What follows belongs to an exercise in optimizing a design on an open flow for small area and a short achievable clock period; a production flow would make more cautious choices. RTL that was checked went through simulation tests only; none was proved equivalent to the original. No functional check of the RTL was part of run 1. Power and IR drop assume default switching activity.

**design.v**
```verilog
module perc_codec_div10 (
    input  logic [15:0] x,
    output logic [11:0] q
);
    logic [3:0] r;
    always_comb begin
        r = x[15:12];
        for (int i = 11; i >= 0; i--) begin
            q[i] = r[3] | (r[2] & (r[1] | r[0]));
            r = {(r[3] & r[0]) | (r[2] & ~r[1] & ~r[0]),
                 (r[1] & (~r[2] | r[0])) | (r[3] & ~r[0]),
                 (~r[3] & ~r[2] & r[0]) | (r[2] & r[1] & ~r[0]) | (r[3] & ~r[0]),
                 x[i]};
        end
    end
endmodule
module perc_codec (
    input  logic        clk,
    input  logic        rst,         
    input  logic        wr_en,
    input  logic [5:0]  wr_addr,
    input  logic [31:0] wr_data,
    input  logic        cmd_valid,
    input  logic [15:0] cmd,
    input  logic [5:0]  rd_addr,
    output logic [31:0] rd_data,
    output logic        halted
);
    logic [7:0][31:0] v;
    logic [7:0]       v_ok;
    logic [15:0][7:0] sb;
    logic [15:0]      sb_ok;
    logic [4:0]       slen;
    logic             slen_ok;
    logic [31:0]      olen;
    logic             olen_ok;
    logic [15:0][7:0] ib;
    logic [4:0]       ilen;
    logic [1:0]       status;    
    logic [4:0]       res;       
    logic             flt;
    logic [1:0]       kind;
    logic [15:0]      fcmd;
    logic [15:0][7:0] ob;
    logic [4:0]       oblen;
    logic [7:0] arg;
    assign arg = cmd[7:0];
    logic tv;   
    assign tv = (arg[7:4] == 4'h0) && (arg[3:0] != 4'h0) && (arg[3:0] <= 4'd12);
    logic t_ast, t_al, t_toff, t_tsn, t_cvo, t_cvoraw, t_pdl, t_vct, t_vt, t_sid, t_fm;
    assign t_ast    = arg[3:0] == 4'd1;
    assign t_al     = arg[3:0] == 4'd2;
    assign t_toff   = arg[3:0] == 4'd3;
    assign t_tsn    = arg[3:0] == 4'd4;
    assign t_cvo    = arg[3:0] == 4'd5;
    assign t_cvoraw = arg[3:0] == 4'd6;
    assign t_pdl    = arg[3:0] == 4'd7;
    assign t_vct    = arg[3:0] == 4'd8;
    assign t_vt     = arg[3:0] == 4'd9;
    assign t_sid    = arg[3:0] == 4'd10 || arg[3:0] == 4'd11;
    assign t_fm     = arg[3:0] == 4'd12;
    logic is_parse, is_write, is_vsize, is_vp9;
    assign is_parse = cmd[15:8] == 8'h00 && tv;
    assign is_write = cmd[15:8] == 8'h01 && tv;
    assign is_vsize = cmd[15:8] == 8'h02 && tv;
    assign is_vp9   = cmd == 16'h030C;
    logic run;
    assign run = cmd_valid && !flt;
    logic [7:0] hi16z;   
    logic [7:0] hi8z;    
    logic [7:0] le1;     
    always_comb
        for (int k = 0; k < 8; k++) begin
            hi16z[k] = v[k][31:16] == 16'h0;
            hi8z[k]  = hi16z[k] && v[k][15:8] == 8'h0;
            le1[k]   = hi8z[k] && v[k][7:1] == 7'h0;
        end
    logic ast_rng, al_rng, toff_rng, cvo_rng, pdl_rng, vt_rng, fm_rng;
    assign ast_rng  = v[0][31:24] == 8'h0;
    assign al_rng   = le1[0] && hi8z[1] && !v[1][7];
    assign toff_rng = v[0][31:23] == 9'h000 || v[0][31:23] == 9'h1FF;
    assign cvo_rng  = hi8z[0] && v[0][7:2] == 6'h0;
    assign pdl_rng  = hi16z[0] && hi16z[1] && v[1][15:0] <= 16'd40950 && v[0][15:0] <= v[1][15:0];
    assign vt_rng   = &hi16z[5:0];
    assign fm_rng   = &le1[4:0] && (v[5] == 32'h0000_00FF || (hi8z[5] && v[5][7:3] == 5'h0))
                   && hi8z[6] && hi8z[7];
    logic fm_scal;
    assign fm_scal = !(hi8z[4] && v[4][7:0] == 8'h0)
                  || (hi8z[5] && v[5][7:0] != 8'h00 && v[5][7:0] != 8'hFF) || !hi8z[5]
                  || (hi8z[6] && v[6][7:0] != 8'h00 && v[6][7:0] != 8'hFF) || !hi8z[6]
                  || (hi8z[7] && v[7][7:0] != 8'h00 && v[7][7:0] != 8'hFF) || !hi8z[7];
    logic sid_len;    
    assign sid_len = slen != 5'd0 && slen <= 5'd16;
    logic sid_bytes;  
    always_comb begin
        sid_bytes = 1'b1;
        for (int i = 0; i < 16; i++)
            if (5'(i) < slen && !sb_ok[i]) sid_bytes = 1'b0;
    end
    logic olen_hz;
    assign olen_hz = olen[31:5] == 27'h0;
    logic w_opnd, w_rng, w_size;
    always_comb begin
        w_opnd = v_ok[0];
        w_rng  = 1'b1;
        w_size = olen[4:0] == 5'd1;
        case (arg[3:0])
            4'd1:     begin w_rng = ast_rng;  w_size = olen[4:0] == 5'd3; end
            4'd2:     begin w_opnd = &v_ok[1:0]; w_rng = al_rng; end
            4'd3:     begin w_rng = toff_rng; w_size = olen[4:0] == 5'd3; end
            4'd4:     begin w_rng = hi16z[0]; w_size = olen[4:0] == 5'd2; end
            4'd5:     w_rng = cvo_rng;
            4'd6:     w_rng = hi8z[0];
            4'd7:     begin w_opnd = &v_ok[1:0]; w_rng = pdl_rng; w_size = olen[4:0] == 5'd3; end
            4'd8:     w_rng = le1[0];
            4'd9:     begin w_opnd = &v_ok[5:0]; w_rng = vt_rng; w_size = olen[4:0] == 5'd12; end
            4'd10, 4'd11: begin w_opnd = slen_ok; w_rng = sid_len; w_size = olen[4:0] == slen; end
            default:  begin w_opnd = &v_ok; w_rng = fm_rng; w_size = olen[4:0] == (fm_scal ? 5'd3 : 5'd1); end
        endcase
    end
    logic       w_flt, w_cv;
    always_comb begin
        w_flt = 1'b1;
        w_cv  = 1'b0;
        if (!w_opnd)                      w_cv = 1'b0;
        else if (!w_rng)                  w_cv = 1'b1;
        else if (t_sid && !sid_bytes)     w_cv = 1'b0;
        else if (t_sid && sb[0] == 8'h00) w_cv = 1'b1;
        else if (!olen_ok)                w_cv = 1'b0;
        else if (!(olen_hz && w_size))    w_cv = 1'b1;
        else                              w_flt = 1'b0;
    end
    logic s_flt, p_flt, p_cv;
    assign s_flt = t_sid ? !slen_ok : (t_fm && v_ok[7:4] != 4'hF);
    assign p_flt = v_ok[2:0] != 3'b111 || !(hi8z[0] && le1[1] && le1[2]);
    assign p_cv  = v_ok[2:0] == 3'b111;
    logic x_fault, x_cv;
    always_comb begin
        x_fault = 1'b1;
        x_cv    = 1'b0;
        if (is_parse)      x_fault = 1'b0;
        else if (is_write) begin x_fault = w_flt; x_cv = w_cv; end
        else if (is_vsize) x_fault = s_flt;
        else if (is_vp9)   begin x_fault = p_flt; x_cv = p_cv; end
    end
    logic x_illegal;
    assign x_illegal = !(is_parse || is_write || is_vsize || is_vp9);
    logic commit;
    assign commit = run && !x_fault;
    logic [7:0] b0, b1, b2;
    assign b0 = ib[0];
    assign b1 = ib[1];
    assign b2 = ib[2];
    logic [11:0] pmin, pmax;
    assign pmin = {b0, b1[7:4]};
    assign pmax = {b1[3:0], b2};
    logic il1, il2, il3, il12;
    assign il1  = ilen == 5'd1;
    assign il2  = ilen == 5'd2;
    assign il3  = ilen == 5'd3;
    assign il12 = ilen == 5'd12;
    logic p_mal, p_inv;
    always_comb begin
        p_mal = !il1;
        p_inv = 1'b0;
        case (arg[3:0])
            4'd1, 4'd3:    p_mal = !il3;
            4'd4:          p_mal = !il2;
            4'd7:          begin p_mal = !il3; p_inv = pmin > pmax; end
            4'd8:          p_inv = b0[7:1] != 7'h0;
            4'd9:          p_mal = !il12;
            4'd10, 4'd11:  begin p_mal = ilen > 5'd16; p_inv = ilen == 5'd0 || b0 == 8'h00; end
            4'd12:         p_mal = !(il1 || il3);
            default:       ;
        endcase
    end
    logic p_ok;   
    assign p_ok = run && is_parse && !p_mal && !p_inv;
    logic [15:0] p0, p1;   
    assign p0 = {1'b0, pmin, 3'b000} + {3'b000, pmin, 1'b0};
    assign p1 = {1'b0, pmax, 3'b000} + {3'b000, pmax, 1'b0};
    logic [7:0]       x_v_we;
    logic [7:0][31:0] x_v_wd;
    logic [7:0] ib_b0_lo;
    assign ib_b0_lo = {{6{t_cvoraw | t_vct}} & b0[7:2], {2{s_lo}} & b0[1:0]};
    always_comb begin
        x_v_wd = '0;
        x_v_wd[0][31:24] = {8{t_toff & b0[7]}};
        x_v_wd[0][23:16] = {8{s_hi}} & b0;
        x_v_wd[0][15:8]  = {8{s_hi}} & b1 | {8{s_mid}} & b0 | {8{t_pdl}} & p0[15:8];
        x_v_wd[0][7:0]   = {8{s_hi}} & b2 | {8{s_mid}} & b1 | ib_b0_lo
                         | {7'h0, (t_al | t_fm) & b0[7]} | {8{t_pdl}} & p0[7:0];
        x_v_wd[1][15:0]  = {16{t_vt}} & {ib[2], ib[3]} | {16{t_pdl}} & p1
                         | {9'h0, {7{t_al}} & b0[6:0]} | {15'h0, t_fm & b0[6]};
        for (int k = 2; k < 6; k++)
            x_v_wd[k][15:0] = {16{t_vt}} & {ib[2*k], ib[2*k+1]}
                            | {15'h0, t_fm & b0[7-k] & (k < 4 || il3) & (k < 5)};
        x_v_wd[5][2:0]   = x_v_wd[5][2:0] | {3{t_fm & il3}} & b0[2:0];
        x_v_wd[6][7:0]   = {8{il3}} & b1;
        x_v_wd[7][7:0]   = {8{il3}} & b2;
    end
    always_comb begin
        x_v_we = '0;
        if (p_ok) begin
            x_v_we[0] = !t_sid;
            x_v_we[1] = t_al | t_pdl | t_vt | t_fm;
            x_v_we[5:2] = {4{t_vt | t_fm}};
            x_v_we[7:6] = {2{t_fm}};
        end
    end
    logic [15:0] x_sb_we;   
    always_comb
        for (int i = 0; i < 16; i++)
            x_sb_we[i] = p_ok && t_sid && 5'(i) < ilen;
    logic [11:0] q0, q1;
    perc_codec_div10 u_d0 (.x(v[0][15:0]), .q(q0));
    perc_codec_div10 u_d1 (.x(v[1][15:0]), .q(q1));
    logic s_hi, s_mid, s_lo;
    assign s_hi  = t_ast | t_toff;             
    assign s_mid = t_tsn | t_vt;               
    assign s_lo  = t_cvo | t_cvoraw | t_vct;   
    logic [7:0] fm_b0;
    assign fm_b0 = {v[0][0], v[1][0], v[2][0], v[3][0], v[4][0], v[5][2:0] & {3{fm_scal}}};
    logic [15:0][7:0] x_ob;
    always_comb begin
        x_ob[0] = {8{s_hi}}   & v[0][23:16]
                | {8{s_mid}}  & v[0][15:8]
                | {8{s_lo}}   & v[0][7:0]
                | {8{t_al}}   & {v[0][0], v[1][6:0]}
                | {8{t_pdl}}  & q0[11:4]
                | {8{t_fm}}   & fm_b0
                | {8{t_sid}}  & sb[0];
        x_ob[1] = {8{s_hi}}   & v[0][15:8]
                | {8{s_mid}}  & v[0][7:0]
                | {8{t_pdl}}  & {q0[3:0], q1[11:8]}
                | {8{t_fm}}   & v[6][7:0]
                | {8{t_sid}}  & sb[1];
        x_ob[2] = {8{s_hi}}   & v[0][7:0]
                | {8{s_mid}}  & v[1][15:8]
                | {8{t_pdl}}  & q1[7:0]
                | {8{t_fm}}   & v[7][7:0]
                | {8{t_sid}}  & sb[2];
        for (int i = 3; i < 12; i++)
            x_ob[i] = t_sid ? sb[i] : ((i % 2) == 1 ? v[i/2][7:0] : v[i/2][15:8]);
        for (int i = 12; i < 16; i++)
            x_ob[i] = sb[i];
    end
    logic ob_we;
    assign ob_we = commit && is_write;
    logic [4:0] x_res;
    always_comb begin
        if (is_vp9)                      x_res = {v[1][0], v[0][2:0], v[2][0]};
        else if (t_sid)                  x_res = slen;
        else if (t_vt)                   x_res = 5'd12;
        else if (t_tsn)                  x_res = 5'd2;
        else if (t_ast | t_toff | t_pdl) x_res = 5'd3;
        else if (t_fm)                   x_res = fm_scal ? 5'd3 : 5'd1;
        else                             x_res = 5'd1;
    end
    logic [1:0] x_status;
    assign x_status = !is_parse ? 2'd0 : p_mal ? 2'd1 : p_inv ? 2'd2 : 2'd0;
    logic [7:0] h_v;
    logic [3:0] h_sb, h_ib;
    logic       h_slen, h_olen, h_ilen;
    always_comb begin
        for (int i = 0; i < 8; i++) h_v[i] = wr_en && wr_addr == 6'(i);
        for (int w = 0; w < 4; w++) begin
            h_sb[w] = wr_en && wr_addr == 6'h08 + 6'(w);
            h_ib[w] = wr_en && wr_addr == 6'h10 + 6'(w);
        end
        h_slen = wr_en && wr_addr == 6'h0C;
        h_olen = wr_en && wr_addr == 6'h0D;
        h_ilen = wr_en && wr_addr == 6'h0E;
    end
    always_ff @(posedge clk) begin
        for (int i = 0; i < 8; i++)
            if (h_v[i] || x_v_we[i]) v[i] <= wr_en ? wr_data : x_v_wd[i];
        for (int w = 0; w < 4; w++)
            for (int j = 0; j < 4; j++) begin
                if (h_sb[w] || x_sb_we[4*w+j])
                    sb[4*w+j] <= wr_en ? wr_data[31-8*j -: 8] : ib[4*w+j];
                if (h_ib[w]) ib[4*w+j] <= wr_data[31-8*j -: 8];
            end
        if (h_slen || (p_ok && t_sid)) slen <= wr_en ? wr_data[4:0] : ilen;
        if (h_olen) olen <= wr_data;
        if (ob_we) ob <= x_ob;
        if (run && x_fault) fcmd <= cmd;
    end
    always_ff @(posedge clk) begin
        if (rst) begin
            v_ok    <= '0;
            sb_ok   <= '0;
            slen_ok <= 1'b0;
            olen_ok <= 1'b0;
            ilen    <= '0;
            status  <= '0;
            res     <= '0;
            flt     <= 1'b0;
            kind    <= '0;
            oblen   <= '0;
        end else begin
            v_ok  <= v_ok | h_v | x_v_we;
            for (int w = 0; w < 4; w++)
                sb_ok[4*w +: 4] <= sb_ok[4*w +: 4] | {4{h_sb[w]}} | x_sb_we[4*w +: 4];
            if (h_slen || (p_ok && t_sid)) slen_ok <= 1'b1;
            if (h_olen) olen_ok <= 1'b1;
            if (h_ilen) ilen <= wr_data[4:0];
            if (commit) status <= x_status;
            if (commit && (is_vsize || is_vp9)) res <= x_res;
            if (run && x_fault) begin
                flt  <= 1'b1;
                kind <= {!x_illegal, x_illegal | x_cv};
            end
            if (ob_we) oblen <= olen[4:0];
        end
    end
    logic [7:0]  r_v;
    logic [15:0] r_sb, r_ob;
    logic        r_slen, r_olen, r_ilen, r_st, r_res, r_flt, r_fcmd, r_oblen;
    always_comb begin
        for (int i = 0; i < 8; i++) r_v[i] = rd_addr == 6'(i) && v_ok[i];
        for (int w = 0; w < 4; w++)
            for (int j = 0; j < 4; j++) begin
                r_sb[4*w+j] = rd_addr == 6'h08 + 6'(w) && sb_ok[4*w+j];
                r_ob[4*w+j] = rd_addr == 6'h20 + 6'(w) && 5'(4*w+j) < oblen;
            end
        r_slen  = rd_addr == 6'h0C && slen_ok;
        r_olen  = rd_addr == 6'h0D && olen_ok;
        r_ilen  = rd_addr == 6'h0E;
        r_st    = rd_addr == 6'h18;
        r_res   = rd_addr == 6'h19;
        r_flt   = rd_addr == 6'h1A;
        r_fcmd  = rd_addr == 6'h1B && flt;
        r_oblen = rd_addr == 6'h1C;
    end
    always_comb begin
        rd_data = {32{r_olen}} & olen;
        for (int i = 0; i < 8; i++) rd_data |= {32{r_v[i]}} & v[i];
        for (int w = 0; w < 4; w++)
            for (int j = 0; j < 4; j++)
                rd_data[31-8*j -: 8] |= {8{r_sb[4*w+j]}} & sb[4*w+j]
                                      | {8{r_ob[4*w+j]}} & ob[4*w+j];
        rd_data[15:0] |= {16{r_fcmd}} & fcmd;
        rd_data[4:0]  |= {5{r_slen}} & slen | {5{r_ilen}} & ilen
                       | {5{r_res}} & res | {5{r_oblen}} & oblen;
        rd_data[5:4]  |= {2{r_flt}} & kind;
        rd_data[1:0]  |= {2{r_st}} & status | {1'b0, r_flt & flt};
    end
    assign halted = flt;
endmodule
```
**run.sh**
```bash
#!/bin/bash
# synth_recipe.tcl (not shown) runs the flow's synth.tcl, then flattens the netlist and writes it again
# the make line also repeats each setting of config.mk as NAME=value (left out here)
make -C /OpenROAD-flow-scripts/flow DESIGN_CONFIG=/design/flow/config.mk WORK_HOME=/design/flow/orfs CLKGATE_MAP_FILE= SYNTH_SCRIPT=/design/flow/synth_recipe.tcl finish
```
**config.mk**
```make
export PLATFORM = sky130hd
export DESIGN_NAME = perc_codec
export DESIGN_NICKNAME = perc_codec
export VERILOG_FILES = /design/flow/design.v
export SDC_FILE = /design/flow/constraint.sdc
export NUM_CORES = 4
export LEC_CHECK = 0
export CAP_MARGIN = 20
export CORE_MARGIN = 2
export CORE_UTILIZATION = 40
export SETUP_SLACK_MARGIN = 5
export SLEW_MARGIN = 20
```
**constraint.sdc**
```tcl
create_clock -name core_clock -period 18.0 [get_ports {clk}]
set_input_delay 3.6000 -clock core_clock [delete_from_list [all_inputs] [get_ports {clk}]]
set_output_delay 3.6000 -clock core_clock [all_outputs]
set_load 0.01 [all_outputs]
```
==> results.cfg, run 1 <==
[global_route]
antenna_found_initial = 14
grt_max_degree = 136
grt_util_all_layers = 0.346
first_global_vias = 28900
grt_pass1_wl_um = 229000
grt-ovfl-total = 0

[clocking]
clk_latency_ps = 660
clock-sinks = 739
postCtsResizedCells = 0
cts_tree = built
clk_pin_slew_ps = 60
htreeDepth = 3
cts_hold_buffers = 0
clockBufferDepth = 3
cts_setup_buffers = 0
cts_inserted_buffers = 80
cts-root-buf = clkbuf_16

[place]
gp_congestion = 1.08
dp_slack_ps = 6650
io_buffers = 96
post_dp_cell_area_um2 = 39300
dp_hpwl_um = 120000

[timing]
hold_slack_ps = 455
period_needed_ps = 11590
setup_slack_ps = 6410
setup_viol = 0
skew_ps = 32.6
slew_headroom = 0.0943
fmax_mhz = 86.3
max_slew.worst_pin.slew_ps = 1360
drv_slew = 0
timing.final.crit_share = 0.644
grt_setup_unrepaired = false
setup_tns_ps = 0
hold_viol = 0

[yosys]
yosys.area.top_type = edfxtp_1
synth_xor_area_frac = 0.00641
avgSynthCellArea_um2 = 11.0
muxShareOfSynthArea = 0.00889
synth_most_common_cell = edfxtp_1
synth_area_leaders = edfxtp_1 56%, nand2_1 5.0%, o21ai_0 3.2%, a222oi_1 2.6%, a22oi_1 2.5%
ys.flop_type = edfxtp_1
synth-edff-count = 693
synth_top_family_by_area = compound AO/OA/AOI/OAI gates
yosys.area_share.simple = 0.147
ys_seq_elements = 739
postSynth.asyncResetShare = 0
ys_seq_area_frac = 0.589
syn_area_um2 = 36900
synth_compound_area_frac = 0.186
yosysUniqueCellTypes = 102
synthAdderAreaFrac = 0.0182
syn_nets = 3460
syn-instance-count = 3346
synth.top_cell.area_share = 0.564
synth_commonest_cells = 693 x edfxtp_1, 491 x nand2_1, 235 x o21ai_0
ys_warn_count = 2

[detailed_routing]
routed.top_layer = met5
drc = 0
wl_per_cell_um = 36.0
vias = 31800
drtIter0Drc = 6181
ant_nets = 0
vias_per_cell = 6.82
met1Wirelength_um = 62300
first_pass_iters = 10
dr_wl_met2_um = 71400
met3_length_um = 23600
routed_wl_um = 168000

[worst_setup_path]
crit_family = compound AO/OA/AOI/OAI gates
cp_max_fo = 9
critical_path_class = input port to output pin
r2r_slack_ps = 11970
path_buf_inv = 2
required_ps = 14400
critical_path.max_stage_delay_ps = 1080
crit_top_cell = clkdlybuf4s50_1
start_kind = input port
crit_path_end_kind = output pin
critPathArrivalTime_ps = 7990
worst_path_max_delay_cell = a21oi_1
crit_chain = clkdlybuf4s50_1, nor4b_1, nand2_1, a21oi_1, o31a_1, a221oi_1, nand4_1, clkdlybuf4s50_1

[cells_and_area]
post-route-util = 0.460
synthToLayoutAreaGrowth_pct = 14.0
final_area_um2 = 42100
final_layout_size_suffix_gt1_frac = 0.0872
nets = 3511

[floorplanning]
coreArea_um2 = 91500
rows = 111
die_w_um = 308
dieArea_um2 = 94600
start_util = 0.403
io_pins = 97
die_h_um = 308

[status]
outcome = complete, no violations

[run]
cap_viol_max_count = 0

[power_and_ir_drop]
leakagePower_nw = 14.5
powerDensity_nw_per_um2 = 90.3
peakVddDrop_mv = 0.0674

[min_path]
hp-class = register to register
[path summary, 6_finish.rpt]
kind	endpoint	startpoint	cells past startpoint
worst max-delay path	rd_data[12]	rd_addr[5]	8
worst min register to register	ob[120]	sb[120]	0
worst min-delay path	ob[120]	sb[120]	0
worst max register to register	ob[22]	v[52]	12
[sequential cells by signal, summed over array words and instances, names as in the netlist]
register,cells
slen,5
res,5
flt,1
fcmd,16
sb,128
olen_ok,1
ob,128
sb_ok,16
v_ok,8
oblen,5
ib,128
slen_ok,1
ilen,5
kind,2
status,2
olen,32
v,256
[per-stage QoR]
stage	instances	power [W]
2_1_floorplan	3346	0.00201
3_3_place_gp	4499	0.00209
3_5_place_dp	4499	0.00210
4_1_cts	4646	0.00380
5_1_grt	4651	0.00387
6_report	4656	0.00380
[where the power goes]
part           switching (W)  internal (W)  leakage [nW]
registers          0.0000104       0.00189          6.55
logic               0.000121     0.0000483          6.67
clock network       0.000728       0.00100          1.32
total               0.000859       0.00294          14.5
[area by class of cell]
| type | instances | area [um^2] |
|---|---|---|
| diodes | 8 | 20.0 |
| well taps | 1186 | 1480 |
| clock buffers | 103 | 2170 |
| multi-input cells | 2190 | 13700 |
| inverters | 198 | 743 |
| flip-flops and latches | 739 | 21700 |
| repair buffers | 188 | 1680 |
| fillers | 8327 | 49500 |
| clock inverters | 44 | 543 |
[kinds of logic after synthesis]
| family | Yosys count |
|---|---|
| simple gates | 1130 |
| compound gates | 948 |
| flops | 739 |
| buf+inv | 417 |
| fa+ha+maj | 53 |
| mux | 32 |
| xor+xnor | 27 |
[cell usage in the layout, fill, tap and decap left out, types with 15 or more instances in the layout]
| master | n |
|---|---|
| a211oi_1 | 20 |
| a21boi_0 | 16 |
| a21oi_1 | 132 |
| a221oi_1 | 62 |
| a222oi_1 | 97 |
| a22o_1 | 37 |
| a22oi_1 | 124 |
| and2_1 | 38 |
| and3_1 | 27 |
| buf_4 | 89 |
| clkbuf_1 | 17 |
| clkbuf_16 | 82 |
| clkdlybuf4s50_1 | 94 |
| clkinv_2 | 18 |
| dfxtp_1 | 46 |
| edfxtp_1 | 693 |
| ha_1 | 48 |
| inv_1 | 189 |
| mux2i_1 | 26 |
| nand2_1 | 490 |
| nand2b_1 | 39 |
| nand3_1 | 71 |
| nand4_1 | 77 |
| nor2_1 | 148 |
| nor2b_1 | 37 |
| nor3_1 | 43 |
| nor4_1 | 81 |
| o21a_1 | 15 |
| o21ai_0 | 222 |
| o21ba_2 | 17 |
| o21bai_1 | 16 |
| xnor2_1 | 23 |
[metal layers]
metal  track usage  vias to the layer above
met5             0                        -
li1              -                    13000
met1         0.454                    15500
met3         0.109                      535
met4         0.178                        8
met2         0.513                     2658
==> inputs of run 2 (changes only) <==
--- a/design.v
+++ b/design.v
@@ -3,14 +3,13 @@
     output logic [11:0] q
 );
     logic [3:0] r;
+    logic [4:0] t;
     always_comb begin
         r = x[15:12];
         for (int i = 11; i >= 0; i--) begin
-            q[i] = r[3] | (r[2] & (r[1] | r[0]));
-            r = {(r[3] & r[0]) | (r[2] & ~r[1] & ~r[0]),
-                 (r[1] & (~r[2] | r[0])) | (r[3] & ~r[0]),
-                 (~r[3] & ~r[2] & r[0]) | (r[2] & r[1] & ~r[0]) | (r[3] & ~r[0]),
-                 x[i]};
+            t    = {r, x[i]};
+            q[i] = (t >= 5'd10);
+            r    = q[i] ? 4'(t - 5'd10) : t[3:0];
         end
     end
 endmodule
@@ -181,23 +180,28 @@
     assign p1 = {1'b0, pmax, 3'b000} + {3'b000, pmax, 1'b0};
     logic [7:0]       x_v_we;
     logic [7:0][31:0] x_v_wd;
-    logic [7:0] ib_b0_lo;
-    assign ib_b0_lo = {{6{t_cvoraw | t_vct}} & b0[7:2], {2{s_lo}} & b0[1:0]};
     always_comb begin
         x_v_wd = '0;
         x_v_wd[0][31:24] = {8{t_toff & b0[7]}};
-        x_v_wd[0][23:16] = {8{s_hi}} & b0;
-        x_v_wd[0][15:8]  = {8{s_hi}} & b1 | {8{s_mid}} & b0 | {8{t_pdl}} & p0[15:8];
-        x_v_wd[0][7:0]   = {8{s_hi}} & b2 | {8{s_mid}} & b1 | ib_b0_lo
-                         | {7'h0, (t_al | t_fm) & b0[7]} | {8{t_pdl}} & p0[7:0];
-        x_v_wd[1][15:0]  = {16{t_vt}} & {ib[2], ib[3]} | {16{t_pdl}} & p1
-                         | {9'h0, {7{t_al}} & b0[6:0]} | {15'h0, t_fm & b0[6]};
-        for (int k = 2; k < 6; k++)
-            x_v_wd[k][15:0] = {16{t_vt}} & {ib[2*k], ib[2*k+1]}
-                            | {15'h0, t_fm & b0[7-k] & (k < 4 || il3) & (k < 5)};
-        x_v_wd[5][2:0]   = x_v_wd[5][2:0] | {3{t_fm & il3}} & b0[2:0];
-        x_v_wd[6][7:0]   = {8{il3}} & b1;
-        x_v_wd[7][7:0]   = {8{il3}} & b2;
+        x_v_wd[0][23:16] = (t_ast | t_toff) ? b0 : 8'h00;
+        x_v_wd[0][15:8]  = (t_ast | t_toff) ? b1 :
+                           (t_tsn | t_vt)   ? b0 :
+                           t_pdl            ? p0[15:8] : 8'h00;
+        x_v_wd[0][7:0]   = (t_ast | t_toff)     ? b2 :
+                           (t_tsn | t_vt)       ? b1 :
+                           (t_cvoraw | t_vct)   ? b0 :
+                           t_cvo                ? {6'h0, b0[1:0]} :
+                           (t_al | t_fm)        ? {7'h0, b0[7]} :
+                           t_pdl                ? p0[7:0] : 8'h00;
+        x_v_wd[1][15:0]  = t_vt  ? {ib[2], ib[3]} :
+                           t_pdl ? p1 :
+                           t_al  ? {9'h0, b0[6:0]} : {15'h0, b0[6]};
+        x_v_wd[2][15:0]  = t_vt ? {ib[4], ib[5]}  : {15'h0, b0[5]};
+        x_v_wd[3][15:0]  = t_vt ? {ib[6], ib[7]}  : {15'h0, b0[4]};
+        x_v_wd[4][15:0]  = t_vt ? {ib[8], ib[9]}  : {15'h0, b0[3] & il3};
+        x_v_wd[5][15:0]  = t_vt ? {ib[10], ib[11]} : {13'h0, b0[2:0] & {3{il3}}};
+        x_v_wd[6][7:0]   = il3 ? b1 : 8'h00;
+        x_v_wd[7][7:0]   = il3 ? b2 : 8'h00;
     end
     always_comb begin
         x_v_we = '0;
@@ -215,35 +219,32 @@
     logic [11:0] q0, q1;
     perc_codec_div10 u_d0 (.x(v[0][15:0]), .q(q0));
     perc_codec_div10 u_d1 (.x(v[1][15:0]), .q(q1));
-    logic s_hi, s_mid, s_lo;
-    assign s_hi  = t_ast | t_toff;             
-    assign s_mid = t_tsn | t_vt;               
-    assign s_lo  = t_cvo | t_cvoraw | t_vct;   
-    logic [7:0] fm_b0;
-    assign fm_b0 = {v[0][0], v[1][0], v[2][0], v[3][0], v[4][0], v[5][2:0] & {3{fm_scal}}};
-    logic [15:0][7:0] x_ob;
-    always_comb begin
-        x_ob[0] = {8{s_hi}}   & v[0][23:16]
-                | {8{s_mid}}  & v[0][15:8]
-                | {8{s_lo}}   & v[0][7:0]
-                | {8{t_al}}   & {v[0][0], v[1][6:0]}
-                | {8{t_pdl}}  & q0[11:4]
-                | {8{t_fm}}   & fm_b0
-                | {8{t_sid}}  & sb[0];
-        x_ob[1] = {8{s_hi}}   & v[0][15:8]
-                | {8{s_mid}}  & v[0][7:0]
-                | {8{t_pdl}}  & {q0[3:0], q1[11:8]}
-                | {8{t_fm}}   & v[6][7:0]
-                | {8{t_sid}}  & sb[1];
-        x_ob[2] = {8{s_hi}}   & v[0][7:0]
-                | {8{s_mid}}  & v[1][15:8]
-                | {8{t_pdl}}  & q1[7:0]
-                | {8{t_fm}}   & v[7][7:0]
-                | {8{t_sid}}  & sb[2];
-        for (int i = 3; i < 12; i++)
-            x_ob[i] = t_sid ? sb[i] : ((i % 2) == 1 ? v[i/2][7:0] : v[i/2][15:8]);
-        for (int i = 12; i < 16; i++)
-            x_ob[i] = sb[i];
+    logic [15:0][7:0] x_ob;   
+    always_comb begin
+        for (int i = 0; i < 16; i++) x_ob[i] = sb[i];
+        if (!t_sid) begin
+            for (int k = 0; k < 6; k++) begin
+                x_ob[2*k]   = v[k][15:8];
+                x_ob[2*k+1] = v[k][7:0];
+            end
+            if (t_ast | t_toff) begin
+                x_ob[0] = v[0][23:16];
+                x_ob[1] = v[0][15:8];
+                x_ob[2] = v[0][7:0];
+            end else if (t_pdl) begin
+                x_ob[0] = q0[11:4];
+                x_ob[1] = {q0[3:0], q1[11:8]};
+                x_ob[2] = q1[7:0];
+            end else if (t_al) begin
+                x_ob[0] = {v[0][0], v[1][6:0]};
+            end else if (t_fm) begin
+                x_ob[0] = {v[0][0], v[1][0], v[2][0], v[3][0], v[4][0], v[5][2:0] & {3{fm_scal}}};
+                x_ob[1] = v[6][7:0];
+                x_ob[2] = v[7][7:0];
+            end else if (!t_tsn && !t_vt) begin
+                x_ob[0] = v[0][7:0];
+            end
+        end
     end
     logic ob_we;
     assign ob_we = commit && is_write;
@@ -274,14 +275,16 @@
     end
     always_ff @(posedge clk) begin
         for (int i = 0; i < 8; i++)
-            if (h_v[i] || x_v_we[i]) v[i] <= wr_en ? wr_data : x_v_wd[i];
+            if (h_v[i]) v[i] <= wr_data;
+            else if (x_v_we[i]) v[i] <= x_v_wd[i];
         for (int w = 0; w < 4; w++)
             for (int j = 0; j < 4; j++) begin
-                if (h_sb[w] || x_sb_we[4*w+j])
-                    sb[4*w+j] <= wr_en ? wr_data[31-8*j -: 8] : ib[4*w+j];
+                if (h_sb[w]) sb[4*w+j] <= wr_data[31-8*j -: 8];
+                else if (x_sb_we[4*w+j]) sb[4*w+j] <= ib[4*w+j];
                 if (h_ib[w]) ib[4*w+j] <= wr_data[31-8*j -: 8];
             end
-        if (h_slen || (p_ok && t_sid)) slen <= wr_en ? wr_data[4:0] : ilen;
+        if (h_slen) slen <= wr_data[4:0];
+        else if (p_ok && t_sid) slen <= ilen;
         if (h_olen) olen <= wr_data;
         if (ob_we) ob <= x_ob;
         if (run && x_fault) fcmd <= cmd;
@@ -314,37 +317,29 @@
             if (ob_we) oblen <= olen[4:0];
         end
     end
-    logic [7:0]  r_v;
-    logic [15:0] r_sb, r_ob;
-    logic        r_slen, r_olen, r_ilen, r_st, r_res, r_flt, r_fcmd, r_oblen;
     always_comb begin
-        for (int i = 0; i < 8; i++) r_v[i] = rd_addr == 6'(i) && v_ok[i];
-        for (int w = 0; w < 4; w++)
-            for (int j = 0; j < 4; j++) begin
-                r_sb[4*w+j] = rd_addr == 6'h08 + 6'(w) && sb_ok[4*w+j];
-                r_ob[4*w+j] = rd_addr == 6'h20 + 6'(w) && 5'(4*w+j) < oblen;
-            end
-        r_slen  = rd_addr == 6'h0C && slen_ok;
-        r_olen  = rd_addr == 6'h0D && olen_ok;
-        r_ilen  = rd_addr == 6'h0E;
-        r_st    = rd_addr == 6'h18;
-        r_res   = rd_addr == 6'h19;
-        r_flt   = rd_addr == 6'h1A;
-        r_fcmd  = rd_addr == 6'h1B && flt;
-        r_oblen = rd_addr == 6'h1C;
-    end
-    always_comb begin
-        rd_data = {32{r_olen}} & olen;
-        for (int i = 0; i < 8; i++) rd_data |= {32{r_v[i]}} & v[i];
-        for (int w = 0; w < 4; w++)
-            for (int j = 0; j < 4; j++)
-                rd_data[31-8*j -: 8] |= {8{r_sb[4*w+j]}} & sb[4*w+j]
-                                      | {8{r_ob[4*w+j]}} & ob[4*w+j];
-        rd_data[15:0] |= {16{r_fcmd}} & fcmd;
-        rd_data[4:0]  |= {5{r_slen}} & slen | {5{r_ilen}} & ilen
-                       | {5{r_res}} & res | {5{r_oblen}} & oblen;
-        rd_data[5:4]  |= {2{r_flt}} & kind;
-        rd_data[1:0]  |= {2{r_st}} & status | {1'b0, r_flt & flt};
+        rd_data = 32'd0;
+        case (rd_addr)
+            6'h00, 6'h01, 6'h02, 6'h03, 6'h04, 6'h05, 6'h06, 6'h07:
+                rd_data = v_ok[rd_addr[2:0]] ? v[rd_addr[2:0]] : 32'd0;
+            6'h08, 6'h09, 6'h0A, 6'h0B:
+                for (int j = 0; j < 4; j++)
+                    if (sb_ok[4*rd_addr[1:0] + j])
+                        rd_data[31-8*j -: 8] = sb[4*rd_addr[1:0] + j];
+            6'h0C:   rd_data = slen_ok ? {27'd0, slen} : 32'd0;
+            6'h0D:   rd_data = olen_ok ? olen : 32'd0;
+            6'h0E:   rd_data = {27'd0, ilen};
+            6'h18:   rd_data = {30'd0, status};
+            6'h19:   rd_data = {27'd0, res};
+            6'h1A:   rd_data = {24'd0, 2'd0, kind, 3'd0, flt};
+            6'h1B:   rd_data = flt ? {16'd0, fcmd} : 32'd0;
+            6'h1C:   rd_data = {27'd0, oblen};
+            6'h20, 6'h21, 6'h22, 6'h23:
+                for (int j = 0; j < 4; j++)
+                    if ({1'b0, rd_addr[1:0], 2'(j)} < oblen)
+                        rd_data[31-8*j -: 8] = ob[4*rd_addr[1:0] + j];
+            default: rd_data = 32'd0;
+        endcase
     end
     assign halted = flt;
 endmodule
--- a/config.mk
+++ b/config.mk
@@ -8,5 +8,4 @@
 export CAP_MARGIN = 20
 export CORE_MARGIN = 2
 export CORE_UTILIZATION = 40
-export SETUP_SLACK_MARGIN = 5
 export SLEW_MARGIN = 20
==> run 2 against run 1 <==
Setup slack worse by 1600 ps. Global-route usage down 4.9 points. Clock skew up 3.8 ps. First-iteration DRC count down 25%. Highest routed layer unchanged. Critical path type is now register to register. Hold slack worse by 9.1 ps. Sequential share of layout area down 3.7 points. Clock power down 7%. Area after synthesis up 9.3%. Still clean.
==> results.cfg, run 2 <==
[status]
outcome = complete, no violations

[detailed_routing]
drc = 0
routed.top_layer = met5
drtIter0Drc = 4663
vias = 31300
routed_wl_um = 156000
first_pass_iters = 7
vias_per_cell = 6.46
met1Wirelength_um = 60900
wl_per_cell_um = 32.2
met3_length_um = 18400
ant_nets = 0
dr_wl_met2_um = 67800

[power_and_ir_drop]
clockPowerShare = 0.435
internal-power_w = 0.00286
leakagePower_nw = 15.2
pwr-share-comb = 0.057
p_sw_w = 0.000838
seqPwrFrac = 0.508
swShare = 0.227
peakVddDrop_mv = 0.0806
powerDensity_nw_per_um2 = 81.7

[timing]
setup_tns_ps = 0
grt_setup_unrepaired = false
max_slew.worst_pin.slew_ps = 1180
timing.final.crit_share = 0.730
drv_slew = 0
slew_headroom = 0.206
fmax_mhz = 76.1
skew_ps = 36.4
hold_viol = 0
period_needed_ps = 13140
setup_viol = 0

[worst_setup_path]
required_ps = 18410
critical_path.max_stage_delay_ps = 610
start_kind = register
crit_path_end_kind = register
critical_path_class = register to register
crit_top_cell = ha_1
cp_max_fo = 13
worst_path_max_delay_cell = edfxtp_1
critPathArrivalTime_ps = 13550

[clocking]
clk_latency_ps = 660
clock-sinks = 739
cts_setup_buffers = 0
htreeDepth = 3
clockBufferDepth = 3
cts_tree = built
clk_pin_slew_ps = 70
cts-root-buf = clkbuf_16
cts_inserted_buffers = 76
cts_hold_buffers = 0
postCtsResizedCells = 0

[cells_and_area]
instances_no_fill = 4852
final_area_um2 = 45300
final_cell_mix = 693 x edfxtp_1, 499 x nand2_1, 209 x nor2_1, 199 x o21ai_0, 153 x a21oi_1
largest_reg_flops = 256
nets = 3637
final_layout_size_suffix_gt1_frac = 0.154
top_register = v
final_common_cell = edfxtp_1
synthToLayoutAreaGrowth_pct = 12.3

[run]
cap_viol_max_count = 0

[yosys]
postSynth.asyncResetShare = 0
synth_area_leaders = edfxtp_1 52%, mux4_2 7.5%, nand2_1 4.7%, mux2_2 3.8%, o21ai_0 2.6%
syn_area_um2 = 40300
ys_seq_area_frac = 0.539
ys_warn_count = 2
ys.flop_type = edfxtp_1
syn-instance-count = 3482
synth_commonest_cells = 693 x edfxtp_1, 500 x nand2_1, 223 x nor2_1
synth_most_common_cell = edfxtp_1
avgSynthCellArea_um2 = 11.6
synth.top_cell.area_share = 0.516
yosysUniqueCellTypes = 106
synth-edff-count = 693
ys_seq_elements = 739
syn_nets = 3624
yosys.area.top_type = edfxtp_1

[place]
place_inst = 4715
dp_hpwl_um = 110000
io_buffers = 96
gp_congestion = 1.04
post_dp_cell_area_um2 = 42800

[floorplanning]
dieArea_um2 = 103000
start_util = 0.403
rows = 116
die_w_um = 322
coreArea_um2 = 100000
die_h_um = 322
io_pins = 97

[global_route]
first_global_vias = 29400
grt-ovfl-total = 0
grt_pass1_wl_um = 219000
grt_max_degree = 96
grt_util_all_layers = 0.297
antenna_found_initial = 14

[min_path]
hp-class = register to register
-- run 2: cell types whose count changed in the layout (fill, tap and decap cells not counted), moves of 36 or more --
| cell | before | now |
|---|---|---|
| a221oi_1 | 62 | 25 |
| a222oi_1 | 97 | 32 |
| a22oi_1 | 124 | 29 |
| and2_1 | 38 | 111 |
| inv_1 | 189 | 96 |
| mux2_2 | 5 | 136 |
| mux2i_1 | 26 | 73 |
| mux4_2 | 0 | 134 |
| nand4_1 | 77 | 41 |
| nor2_1 | 148 | 209 |
-- run 2: kinds of logic (layout without fill, tap and decap cells) --
group	after synthesis	in the layout	synth area share
xor gates and xnor gates	29	29	0.00630
muxes	345	345	0.132
AOI/OAI and AO/OA	734	734	0.123
DFF	739	739	0.539
and+or+nand+nor	1210	1210	0.142
other	0	4	0
adders and majority gates	78	78	0.0246
buffers and inverters	347	415	0.0332
-- run 2: worst max-delay path: cells and delay by family, from the launching register on --
family                     cells  cell delay (ps)
AOI/OAI and AO/OA             21             4040
DFF                            1              610
buffers and inverters          9             1270
muxes                          2              670
adders and majority gates     11             3480
xor gates and xnor gates       1              210
and+or+nand+nor               12             2610
-- run 2: metrics by stage --
step / setup WS [ps] / util / power, W / hold slack [ps]
2_1_floorplan: 6660 / - / 0.00203 / 421
3_3_place_gp: 5260 / 0.428 / 0.00212 / 427
3_5_place_dp: 5010 / 0.428 / 0.00212 / 432
4_1_cts: 5030 / 0.453 / 0.00370 / 444
5_1_grt: 3750 / 0.453 / 0.00378 / 455
6_report: 4860 / 0.453 / 0.00370 / 446
-- run 2: power by group through the flow --
| stage | Combinational (W) | Sequential [W] | Clock, W |
|---|---|---|---|
| after floorplan | 0.000114 | 0.00191 | 0 |
| after global placement | 0.000204 | 0.00192 | 0 |
| after detailed placement | 0.000205 | 0.00192 | 0 |
| after CTS | 0.000206 | 0.00188 | 0.00161 |
| after global routing | 0.000219 | 0.00188 | 0.00168 |
| final | 0.000210 | 0.00188 | 0.00161 |
-- run 2: final cells by class --
type	instances	area, um^2
inverter	100	375
sequential	739	21700
clock inverter	33	368
multi-input combinational	2396	17500
timing repair buffer	182	1620
antenna	4	10.0
clock buffer	100	2090
fill	9043	54700
tap	1298	1620
-- run 2: path summary, 6_finish.rpt --
check | startpoint | to | slack [ps] | cells past startpoint
max | v[12] | ob[12] | 4860 | 56
min | sb[113] | ob[113] | 450 | 0
max reg2reg | v[12] | ob[12] | 4860 | 56
min reg2reg | sb[113] | ob[113] | 450 | 0
-- run 2: metal layers --
metal | up-vias | global-route usage
met5 | - | 0
met4 | 16 | 0.146
met3 | 391 | 0.0768
met2 | 1970 | 0.443
met1 | 15600 | 0.402
li1 | 13300 | -

[port drivers added, routing unchanged]
Ports are ideal in the flow. The routed layouts listed here were re-timed in OpenROAD.
Step 1 sets driving cells, clkbuf_16 on the clock port and buf_2 on the other inputs (assumed; they add their load-dependent delay and slew).
Step 2 times the ports against the registers' clock, not the clock port: input delays grow and output delays shrink by t, the midpoint of the rising clock arrivals with the driver on.
a / b / c = ideal ports / drivers / drivers and shift; a / b = the first two.
run	shift t [ns]	slack for setup (ns)	hold slack, ns	worst setup path after step 2	pins driven straight from the clock port
run 1	0.714	6.410 / 6.348 / 6.348	0.455 / 0.455 / 0.455	input to output	1
run 2	0.711	4.856 / 4.856 / 4.856	0.446 / 0.446 / 0.446	register to register	1
After both steps every run listed still meets setup and hold. The setup slack of run 1, which loses most, moves by -0.062 ns with the drivers and by -0.062 ns with both steps.
